This is an optimization exercise on Yosys and OpenROAD, whose aim is small area, a short achievable clock period and few clock cycles, not a production implementation. Only simulation tests tie the RTL to the original design; equivalence was not proved. Power figures rest on the tool's default switching activity, not on a simulated workload.

Setup of JK:
## calip_demod
module calip_demod (
    input  wire        clk,
    input  wire        rst,           
    input  wire        s_valid,
    output wire        s_ready,
    input  wire [11:0] s_sample,      
    input  wire [31:0] s_sin,         
    input  wire [31:0] s_cos,         
    input  wire        s_last,        
    input  wire        s_upd,         
    input  wire        s_rezero,      
    input  wire [15:0] thresh,        
    input  wire [31:0] pitch,         
    input  wire        init,          
    input  wire [16:0] init_angle,    
    output reg         out_valid,
    output reg  [31:0] sum_sin,
    output reg  [31:0] sum_cos,
    output reg  [16:0] angle,
    output reg  [16:0] delta,
    output reg         advanced,
    output reg  [31:0] unwrap,
    output wire [31:0] pos_phys
);
    localparam W  = 38;               
    localparam ZW = 25;               
    reg        rdy_q;
    reg        i_v, i_last, i_upd, i_rz;
    reg [5:0]  i_neg, i_one, i_two;   
    reg        i_b6;                  
    reg [31:0] i_sin, i_cos;
    assign s_ready = rdy_q;
    reg [31:0] ms_s, ms_c;            
    reg [31:0] mc_s, mc_c;            
    reg        m_first;               
    reg        m_done;                
    reg        m_upd, m_rz;
    reg        a_idle, a_abs, a_norm, a_rot, a_done;    
    reg        xfer, handoff;         
    reg [4:0]  iter;
    reg [4:0]  sq;                    
    reg [3:0]  sr;                    
    reg [31:0] s1_sin, s1_cos;
    reg        a_upd, a_rz;
    reg        x_neg, y_neg, a_zero;
    reg [W-1:0]  cx, cy;
    reg [ZW-1:0] cz;
    reg        b_busy;
    reg [4:0]  b_cnt;
    reg        b_upd, b_rz;
    reg [16:0] last_angle;
    reg [16:0] dq;
    reg        advq;
    reg [31:0] pitch_q;
    reg [2:0]  bd;                    
    reg [34:0] p_hi;
    reg [15:0] p_lo;
    assign pos_phys = {p_hi[15:0], p_lo};
    wire a_free   = a_idle || handoff;
    wire last_it  = sq[4] && sr[3];   
    wire vin        = s_valid && rdy_q;
    wire m_done_n   = (m_done && !xfer) || (i_v && i_last);
    wire a_idle_n   = a_free && !xfer;
    wire a_rot_n    = a_norm || (a_rot && !last_it);
    wire a_done_n   = (a_rot && last_it) || (a_done && !handoff);
  ...
==> flow/config.mk <==
export PLATFORM = sky130hd
export DESIGN_NAME = calip_demod
export DESIGN_NICKNAME = calip_demod
export VERILOG_FILES = /design/flow/design.v
export SDC_FILE = /design/flow/constraint.sdc
export NUM_CORES = 4
export LEC_CHECK = 0
export CAP_MARGIN = 20
export CORE_MARGIN = 2
export CORE_UTILIZATION = 40
export PLACE_DENSITY = 0.6
export SLEW_MARGIN = 20
==> flow/constraint.sdc <==
create_clock -name core_clock -period 12.0 [get_ports {clk}]
set_input_delay 2.4000 -clock core_clock [delete_from_list [all_inputs] [get_ports {clk}]]
set_output_delay 2.4000 -clock core_clock [all_outputs]
set_load 0.01 [all_outputs]
standard.sh (not shown) runs the stock make flow with config.mk's settings and CLKGATE_MAP_FILE= SYNTH_SCRIPT=/design/flow/synth_recipe.tcl, a recipe that flattens the netlist after the stock synthesis.
==> flow/flow/run.sh <==
#!/bin/bash
set -euo pipefail
export SETUP_SLACK_MARGIN=8
bash standard.sh finish > standard_flow.log 2>&1
Testbench counts of JK, summed over its fixed seeds: cycles 37,394.
### JK -> MS
- CORE_UTILIZATION: 40 -> 50
- TNS_END_PERCENT: unset -> 10
- PLACE_DENSITY: 0.6 -> 0.65
## What came out
JK completed every stage of the flow, and the final layout passed the timing, design-rule and antenna checks. MS went all the way through synthesis, placement and routing and the layout is clean on timing, DRC and antenna. NOTE via count JK->MS increased slightly. Summary of MS over JK: maximum frequency saw a decrease, remaining max-slew budget at the tightest pin saw a decrease, worst-margin pin slew saw an increase, number of post-CTS setup repair buffers saw a decrease, non-clock buffer count saw a decrease. [MS vs JK] part of the total power dissipated in combinational logic: lower in MS. Summary of MS over JK: count of clock-buffer cells in the layout went down; sequential share of cell area went up.
diff inputs: MS => AL
- PLACE_DENSITY now 0.6, was 0.65
- CORE_UTILIZATION now 40, was 50
## What came out
AL completed end to end with timing, DRC and antenna clean. Changes observed in AL relative to MS: detailed-routed wire length on met2 up about 4%, wire length up 7.1 mm, count of hold buffers inserted by post-cts repair flat, proportion of power drawn by combinational gates up 1.2 points, initial antenna violation count down 2. Clock skew: AL vs MS down 0.0094 ns. Compared with MS, AL shows area used by multi-input combinational logic that has gone up slightly. Core area was lower in the run labelled MS. Taking MS as the reference, in AL total power draw increased by 700 uW relative to the old numbers, critical path depth saw little to no change. In AL, sequential share of layout area is lower than in MS. The end point of the critical path comes out cx[37]$_SDFFE_PP0P_ in one run and cy[37]$_SDFFE_PP0P_ in the other, namely in MS and AL respectively.

========
pepper:
calip_demod, a different RTL version from the one above (not shown whole).
Size in the first run: roughly 6300 cells after synthesis, ~640 flip-flops, about 310 I/O pins.
// calip_demod
module calip_demod (
    input  wire        clk,
    input  wire        rst,           
    input  wire        s_valid,
    output wire        s_ready,
    input  wire [11:0] s_sample,      
    input  wire [31:0] s_sin,         
    input  wire [31:0] s_cos,         
    input  wire        s_last,        
    input  wire        s_upd,         
    input  wire        s_rezero,      
    input  wire [15:0] thresh,        
    input  wire [31:0] pitch,         
    input  wire        init,          
    input  wire [16:0] init_angle,    
    output reg         out_valid,
    output reg  [31:0] sum_sin,
    output reg  [31:0] sum_cos,
    output reg  [16:0] angle,
    output reg  [16:0] delta,
    output reg         advanced,
    output reg  [31:0] unwrap,
    output wire [31:0] pos_phys
);
clock: 12.0 ns
lec_check: 0
cap_margin: 20
core_margin: 2
core_utilization: 50
place_density: 0.65
slew_margin: 20
tns_end_percent: 10
Scripts as last shown in full above: flow/flow/run.sh
pepper was carried through to the last stage, and its layout satisfied the timing, design-rule and antenna checks.
Testbench counts of pepper, summed over its fixed seeds: cycles 37,402.
Here is what was changed in the inputs of harbor compared with pepper.
- CORE_UTILIZATION: 50 -> 60
- PLACE_DENSITY: 0.65 -> 0.72
Findings:
- harbor: done, clean on timing, DRC and antenna
- pepper completed; timing, DRC and antenna clean
- Higher cell count of the worst reg-to-reg path goes to harbor over pepper.
- pepper has higher area of the die than harbor.
- [diff] clock period minus final worst setup slack, harbor relative to pepper: improvement
- harbor vs. pepper: data arrival at the endpoint of the critical path went down by 0.05 ns.
- Clock share of power: harbor lower than pepper
- As of harbor, largest vdd supply drop had risen by more than 10% compared to pepper.
- harbor vs. pepper: maximum frequency went up 0.41%, average wire per cell in the routed design went up about 2%, layout sequential cell count held.
- Utilization: harbor vs pepper up 11 points

==> port drivers added, routing unchanged <==
The results above use ideal ports. As a check the final layouts listed here were re-extracted and re-timed, cells and wires unchanged.
Step 1, drivers: a clkbuf_16 drives clk and a buf_2 each remaining input, both assumed.
Step 2 moves the port delays by t, midway between the first and last clock arrival at a register: inputs arrive t later, outputs are due t later. That takes back most of the time a late clock gives input paths.
Three values: no drivers, after step 1, after step 2; two values: the first two.
| run | t (ns) | setup WS [ns] | worst register clock-pin slew, ns | worst slew at a driven data input, ns |
|---|---|---|---|---|
| JK | 0.772 | 7.198 / 7.198 / 7.198 | 0.07 / 0.07 | 0.12 |
| MS | 0.746 | 7.179 / 7.179 / 6.937 | 0.07 / 0.07 | 0.08 |
| AL | 0.782 | 7.182 / 7.182 / 6.911 | 0.07 / 0.07 | 0.11 |
| pepper | 0.747 | 7.350 / 7.350 / 7.192 | 0.07 / 0.07 | 0.11 |
| harbor | 0.726 | 7.369 / 7.369 / 7.209 | 0.07 / 0.07 | 0.09 |
After both steps setup and hold are still met in every run listed. The setup slack of AL, which loses most, moves by 0.000 ns with the drivers and by -0.271 ns with both steps.
